Background: an optimization exercise with open tools, aiming at small area, a short achievable clock period and few clock cycles. Do not read the settings as production practice.
Where RTL was checked, it was by simulation tests only, not by an equivalence proof against the original.
The clock input has no modelled driver; a real chip could not lean on it and would need a root buffer or a full tree.

==> inputs of 05-08 <==
## krobots_alu
module krobots_alu (
    input  wire        clk,
    input  wire        rst,
    input  wire        in_valid,
    output wire        in_ready,
    input  wire [5:0]  in_op,
    input  wire [15:0] in_a,
    input  wire [15:0] in_b,
    input  wire [15:0] in_flags,
    output reg         out_valid,
    output reg  [15:0] out_result,
    output reg  [1:0]  out_dest,
    output reg         out_taken,
    output reg         out_fault
);
clock: 42.0 ns
lec_check: 0
cap_margin: 20
core_margin: 2
core_utilization: 40
slew_margin: 20
standard.sh (not shown) runs the stock make flow with config.mk's settings and CLKGATE_MAP_FILE= SYNTH_SCRIPT=/design/flow/synth_recipe.tcl, a recipe that flattens the netlist after the stock synthesis.
==> flow/flow/run.sh <==
#!/bin/bash
# Standard layout, with repair_timing asked to leave setup slack of at least
# MARGIN ns at the design's clock period (so it sizes the critical paths),
# small plain buffers on the ports, and synthesis's buffers removed before
# placement (repair_design buffers what needs it).
set -euo pipefail
MARGIN=32.6
bash standard.sh SETUP_SLACK_MARGIN=$MARGIN \
  "BUFFER_PORTS_ARGS=-buffer_cell sky130_fd_sc_hd__buf_1" \
  GPL_TIMING_DRIVEN=0 REMOVE_ABC_BUFFERS=1 \
  "CTS_BUF_LIST=sky130_fd_sc_hd__clkbuf_4 sky130_fd_sc_hd__clkbuf_8" finish > standard_make.log 2>&1
==> inputs of 10-04, as changes to 05-08 <==
==> flow/flow/run.sh (replaced) <==
#!/bin/bash
# Standard layout, with repair_timing asked to leave setup slack of at least
# MARGIN ns at the design's clock period (so it sizes the critical paths),
# small plain buffers on the ports, synthesis's buffers removed before
# placement (repair_design buffers what needs it), and the clock tree that
# CTS builds replaced by one level of buffers (flow/flat_clock.tcl).
set -euo pipefail
MARGIN=32.6
export POST_CTS_TCL="$(pwd)/flow/flat_clock.tcl"
bash standard.sh SETUP_SLACK_MARGIN=$MARGIN \
  "BUFFER_PORTS_ARGS=-buffer_cell sky130_fd_sc_hd__buf_1" \
  GPL_TIMING_DRIVEN=0 REMOVE_ABC_BUFFERS=1 CORE_UTILIZATION=60 \
  CAP_MARGIN=5 SLEW_MARGIN=5 finish > standard_make.log 2>&1
==> flow/flow/flat_clock.tcl (new file) <==
# Replace the clock tree that CTS built with one level of four clkbuf_16
# buffers driven by the clock port, each feeding the registers of one
# quarter of the core.
set block [ord::get_db_block]
set db [ord::get_db]
set master [$db findMaster sky130_fd_sc_hd__clkbuf_16]
set clknet [$block findNet clk]

# the registers' clock pins
set sinks {}
foreach inst [$block getInsts] {
  set mname [[$inst getMaster] getName]
  if { [regexp {__e?dfx?[a-z]*tp_} $mname] } {
    set it [$inst findITerm CLK]
    if { $it != "NULL" } { lappend sinks $it }
  }
}
puts "flat_clock: [llength $sinks] register clock pins"

# remove the CTS buffers and dummy loads, and their nets
set old_nets {}
foreach inst [$block getInsts] {
  set n [$inst getName]
  if { [string match "clkbuf_*_clk*" $n] || [string match "clkload*" $n] } {
    foreach it [$inst getITerms] {
      set net [$it getNet]
      if { $net != "NULL" && [$net getName] != "clk" } { lappend old_nets $net }
      $it disconnect
    }
    odb::dbInst_destroy $inst
  }
}
foreach it $sinks { $it disconnect }
foreach net [lsort -unique $old_nets] {
  if { [llength [$net getITerms]] == 0 && [llength [$net getBTerms]] == 0 } { odb::dbNet_destroy $net }
}

# split the registers into four groups (two halves by x, each split in two
# by y), then place a buffer at each group's centre
set xs {}
foreach it $sinks {
  set loc [[$it getInst] getLocation]
  lappend xs [list [lindex $loc 0] [lindex $loc 1] $it]
}
set xs [lsort -integer -index 0 $xs]
set half [expr {[llength $xs] / 2}]
set groups {}
foreach part [list [lrange $xs 0 [expr {$half - 1}]] [lrange $xs $half end]] {
  set part [lsort -integer -index 1 $part]
  set q [expr {[llength $part] / 2}]
  lappend groups [lrange $part 0 [expr {$q - 1}]] [lrange $part $q end]
}
# refine the four groups, keeping them the same size: each register joins
# the nearest centre with room, then the centres move to their groups
set cx {}
set cy {}
foreach grp $groups {
  set sx 0
  set sy 0
  foreach e $grp {
    incr sx [lindex $e 0]
    incr sy [lindex $e 1]
  }
  lappend cx [expr {$sx / double([llength $grp])}]
  lappend cy [expr {$sy / double([llength $grp])}]
}
set cap [expr {int(ceil([llength $xs] / 4.0))}]
for {set iter 0} {$iter < 10} {incr iter} {
  # balanced assignment: registers with the most to lose choose first
  set order {}
  foreach e $xs {
    set ds {}
    for {set k 0} {$k < 4} {incr k} {
      lappend ds [list [expr {abs([lindex $e 0] - [lindex $cx $k]) + abs([lindex $e 1] - [lindex $cy $k])}] $k]
    }
    set ds [lsort -real -index 0 $ds]
    lappend order [list [expr {[lindex $ds 1 0] - [lindex $ds 0 0]}] $e $ds]
  }
  set order [lsort -real -decreasing -index 0 $order]
  set groups [list {} {} {} {}]
  set fill [list 0 0 0 0]
  foreach o $order {
    foreach d [lindex $o 2] {
      set k [lindex $d 1]
      if { [lindex $fill $k] < $cap } {
        lset groups $k [concat [lindex $groups $k] [list [lindex $o 1]]]
        lset fill $k [expr {[lindex $fill $k] + 1}]
        break
      }
    }
  }
  for {set k 0} {$k < 4} {incr k} {
    set grp [lindex $groups $k]
    if { [llength $grp] == 0 } { continue }
    set sx 0
    set sy 0
    foreach e $grp {
      incr sx [lindex $e 0]
      incr sy [lindex $e 1]
    }
    lset cx $k [expr {$sx / double([llength $grp])}]
    lset cy $k [expr {$sy / double([llength $grp])}]
  }
}
set k 0
foreach grp $groups {
  if { [llength $grp] == 0 } { continue }
  puts "flat_clock: buffer $k drives [llength $grp] registers"
  set buf [odb::dbInst_create $block $master "clkbuf_flat_$k"]
  set net [odb::dbNet_create $block "clknet_flat_$k"]
  $net setSigType CLOCK
  $buf setLocation [expr {int([lindex $cx $k])}] [expr {int([lindex $cy $k])}]
  $buf setPlacementStatus PLACED
  [$buf findITerm A] connect $clknet
  [$buf findITerm X] connect $net
  foreach e $grp { [lindex $e 2] connect $net }
  incr k
}
$clknet setSigType CLOCK
detailed_placement
check_placement -verbose
estimate_parasitics -placement
report_clock_latency
==> inputs of 05-18, as changes to 05-08 <==
--- a/flow/design.v
+++ b/flow/design.v
@@ -58,23 +58,26 @@
     wire op_ror  = (o == OP_ROR);
     wire op_neg  = (o == OP_NEG);
     wire op_sh   = op_shl | op_shr | op_sar | op_rol | op_ror;
     wire alu   = ~dv & ~fx;                 
     wire setup = alu & s_v & op_div;        
     wire mpy   = alu & op_mpy;
     wire [15:0] m_ra, m_rb;
     mul16lo u_mul (.a(s_a), .b(s_b), .ra(m_ra), .rb(m_rb));
-    wire        xinv  = fx | (setup ? s_a[15] : (op_neg | op_not));
-    wire        ybsel = alu & ~setup & (op_add | op_sub | op_cmp);
+    wire [15:0] t1;
+    wire        xinv  = fx | (setup ? s_a[15] : (alu & (op_neg | op_not)));
+    wire        ybsel = dv | (alu & ~setup & (op_add | op_sub | op_cmp));
     wire        yinv  = alu & ~setup & (op_sub | op_cmp | op_dec | op_loop);
-    wire        cin   = fx | (setup ? s_a[15] : (op_sub | op_cmp | op_inc | op_neg));
-    wire [15:0] ax    = (mpy ? m_ra : s_a) ^ {16{xinv & ~mpy}};
+    wire        cin   = dv ? d_cd : (fx | (setup ? s_a[15] : (alu & (op_sub | op_cmp | op_inc | op_neg))));
+    wire [15:0] ax    = mpy ? m_ra : (dv ? t1 : (s_a ^ {16{xinv}}));
     wire [15:0] ay    = mpy ? m_rb : (({16{ybsel}} & s_b) ^ {16{yinv}});
-    wire [15:0] sum   = ax + ay + {15'd0, cin & ~mpy};
+    wire [15:0] sum;
+    wire        sum_c;
+    assign {sum_c, sum} = {1'b0, ax} + {1'b0, ay} + {16'd0, cin & ~mpy};
     wire        sum_z = (sum == 16'd0);
     wire [15:0] a = s_a;
     wire [15:0] b = s_b;
     wire [15:0] a_or  = a | b;
     wire [15:0] a_and = a & b;
     reg  [15:0] lu;
     always @(*) begin
         if (op_or)       lu = a_or;
@@ -115,25 +118,23 @@
     wire [15:0] sh_out;
     genvar g;
     generate
         for (g = 0; g < 16; g = g + 1) begin : g_sh
             assign sh_out[g] = (thr[g] ? keep_t : keep_n) ? rot[g] : fill;
         end
     endgenerate
     wire [15:0] norm_r = rot & ~thr;                       
-    wire [16:0] yd = {1'b1, s_b};
-    wire [16:0] t1 = {out_result, s_a[15]};
-    wire [17:0] d1 = {1'b0, t1} + {1'b0, yd} + {17'd0, d_cd};
-    wire        q1 = d1[17];
-    wire [15:0] r1 = q1 ? d1[15:0] : t1[15:0];
-    wire [16:0] t2 = {r1, s_a[14]};
-    wire [17:0] d2 = {1'b0, t2} + {1'b0, yd} + {17'd0, d_cd};
-    wire        q2 = d2[17];
-    wire [15:0] r2 = q2 ? d2[15:0] : t2[15:0];
+    assign t1 = {out_result[14:0], s_a[15]};
+    wire        q1 = sum_c;
+    wire [15:0] r1 = q1 ? sum : t1;
+    wire [15:0] t2 = {r1[14:0], s_a[14]};
+    wire [16:0] d2 = {1'b0, t2} + {1'b0, s_b} + {16'd0, d_cd};
+    wire        q2 = d2[16];
+    wire [15:0] r2 = q2 ? d2[15:0] : t2;
     wire [15:0] xq = {s_a[13:0], q1, q2};
     wire [15:0] dres = d_mod ? r2 : xq;
     wire        last = (dcnt == 3'd0);
     wire cmp_e = sum_z;
     wire cmp_l = (a[15] ^ b[15]) ? a[15] : sum[15];
     wire cmp_g = ~cmp_l & ~cmp_e;
     wire cmp_z = (a_or == 16'd0);
     wire tst_z = (a_and == 16'd0);
==> flow/flow/run.sh (replaced) <==
#!/bin/bash
# Standard layout, with repair_timing asked to leave setup slack of at least
# MARGIN ns at the design's clock period (so it sizes the critical paths),
# small plain buffers on the ports, and synthesis's buffers removed before
# placement (repair_design buffers what needs it).
set -euo pipefail
MARGIN=32.6
bash standard.sh SETUP_SLACK_MARGIN=$MARGIN \
  "BUFFER_PORTS_ARGS=-buffer_cell sky130_fd_sc_hd__buf_1" \
  GPL_TIMING_DRIVEN=0 REMOVE_ABC_BUFFERS=1 finish > standard_make.log 2>&1
==> impl_metrics.py <==
metrics = {
    "final_layout": {
        "buffers": 101,
    },
    "status": {
        "status": "complete, no violations",
    },
    "placement": {
        "gp_congestion": 0.974,
    },
    "worst_setup_path": {
        "crit_required_ns": 33.60,
        "max_stage_delay_ns": 0.36,
        "reg2reg_slack_ns": 33.45,
    },
    "power_and_ir_drop": {
        "p_seq_share_pct": 22.0,
        "power.switching_uw": 248,
        "p_sw_share_pct": 49.3,
    },
    "global_route": {
        "use_met1_pct": 45.4,
    },
    "detailed_routing": {
        "drt-initial-drc-count": 2079,
        "top_layer_used": "met5",
    },
    "timing": {
        "tightest_slew_ns": 1.18,
        "max_freq_ghz": 0.106,
    },
    "logic_synthesis": {
        "yosysSeqAreaShare_pct": 13.1,
    },
}
(the above is from 05-08)
==> impl_metrics.py <==
metrics = {
    "timing": {
        "setup_tns_ns": 0,
        "fin_skew_ns": 0.0365,
        "tightest_slew_ns": 1.20,
        "max_freq_ghz": 0.108,
    },
    "status": {
        "status": "complete, no violations",
    },
    "detailed_routing": {
        "drt-initial-drc-count": 2322,
        "top_layer_used": "met4",
    },
    "logic_synthesis": {
        "yosysSeqAreaShare_pct": 13.1,
        "netlist_top_cells_count": "241 x nand2_1, 223 x nor2_1, 137 x o21ai_0, 122 x inv_1, 121 x ha_1",
        "synth_area_leaders": "fa_1 12%, ha_1 11%, dfxtp_1 9.2%",
    },
    "power_and_ir_drop": {
        "power.switching_uw": 230,
        "p_seq_share_pct": 23.8,
        "power_leader": "combinational cells",
    },
    "final_layout": {
        "final_common_cell": "nand2_1",
        "mostFrequentLayoutCells": "241 x nand2_1, 219 x nor2_1, 137 x o21ai_0",
    },
    "global_route": {
        "use_met1_pct": 57.6,
    },
    "worst_setup_path": {
        "max_stage_delay_ns": 0.55,
        "path_depth": 4,
    },
}
(the above is from 10-04)
==> impl_metrics.py <==
metrics = {
    "status": {
        "status": "complete, no violations",
    },
    "power_and_ir_drop": {
        "p_sw_share_pct": 50.2,
        "p_seq_share_pct": 20.8,
    },
    "placement": {
        "gp_congestion": 1.01,
    },
    "worst_setup_path": {
        "crit_path_end_kind": "output pin",
        "max_stage_delay_ns": 0.36,
        "reg2reg_slack_ns": 32.92,
        "crit_required_ns": 33.60,
    },
    "global_route": {
        "use_met1_pct": 46.2,
        "grt_pass1_vias": 15100,
    },
    "final_layout": {
        "buffers": 136,
        "layout-drive-gt1-share_pct": 9.04,
    },
    "logic_synthesis": {
        "yosysSeqAreaShare_pct": 13.0,
    },
    "floorplan": {
        "nWellTaps": 461,
        "core-area_um2": 35700,
    },
    "timing": {
        "tightest_slew_ns": 1.23,
        "max_freq_ghz": 0.107,
    },
    "detailed_routing": {
        "top_layer_used": "met5",
        "dr_wl_met2_um": 28400,
        "drt-initial-drc-count": 2236,
    },
}
(the above is from 05-18)
Testbench counts of 05-08, summed over its fixed seeds: cycles 36,227.
Testbench counts of 10-04, summed over its fixed seeds: cycles 36,227.
For 05-18, only the layout was checked, not whether the RTL still works. The clock cells of 10-04 come from the design's own scripts or RTL, not from TritonCTS.

-- what the ideal ports hide --
How much do the figures lean on ideal ports? The routed layouts below were timed once more, with nothing changed but the port constraints. Step 1 (the two cells are an assumption about what drives the block):
set clk [get_ports {clk}]
set_driving_cell -lib_cell sky130_fd_sc_hd__clkbuf_16 $clk
set_driving_cell -lib_cell sky130_fd_sc_hd__buf_2 [delete_from_list [all_inputs] $clk]
Step 2, shift: input delay + t, output delay - t, t = (earliest + latest rising clock arrival at the registers) / 2. This alone moves slack from input paths to output paths. Three values: ideal, step 1, step 2; two values: the first two.
| run | t (ns) | slack for setup (ns) | latest minus earliest clock arrival (ns) |
|---|---|---|---|
| 05-08 | 0.486 | 32.566 / 32.513 / 32.516 | 0.018 / 0.018 |
| 10-04 | 0.260 | 32.760 / 32.678 / 32.580 | 0.037 / 0.036 |
| 05-18 | 0.408 | 32.617 / 32.570 / 32.472 | 0.014 / 0.015 |
After both steps every run listed still meets setup and hold. For 10-04, which loses most, drivers alone change the setup slack by -0.082 ns; drivers and shift together by -0.180 ns.
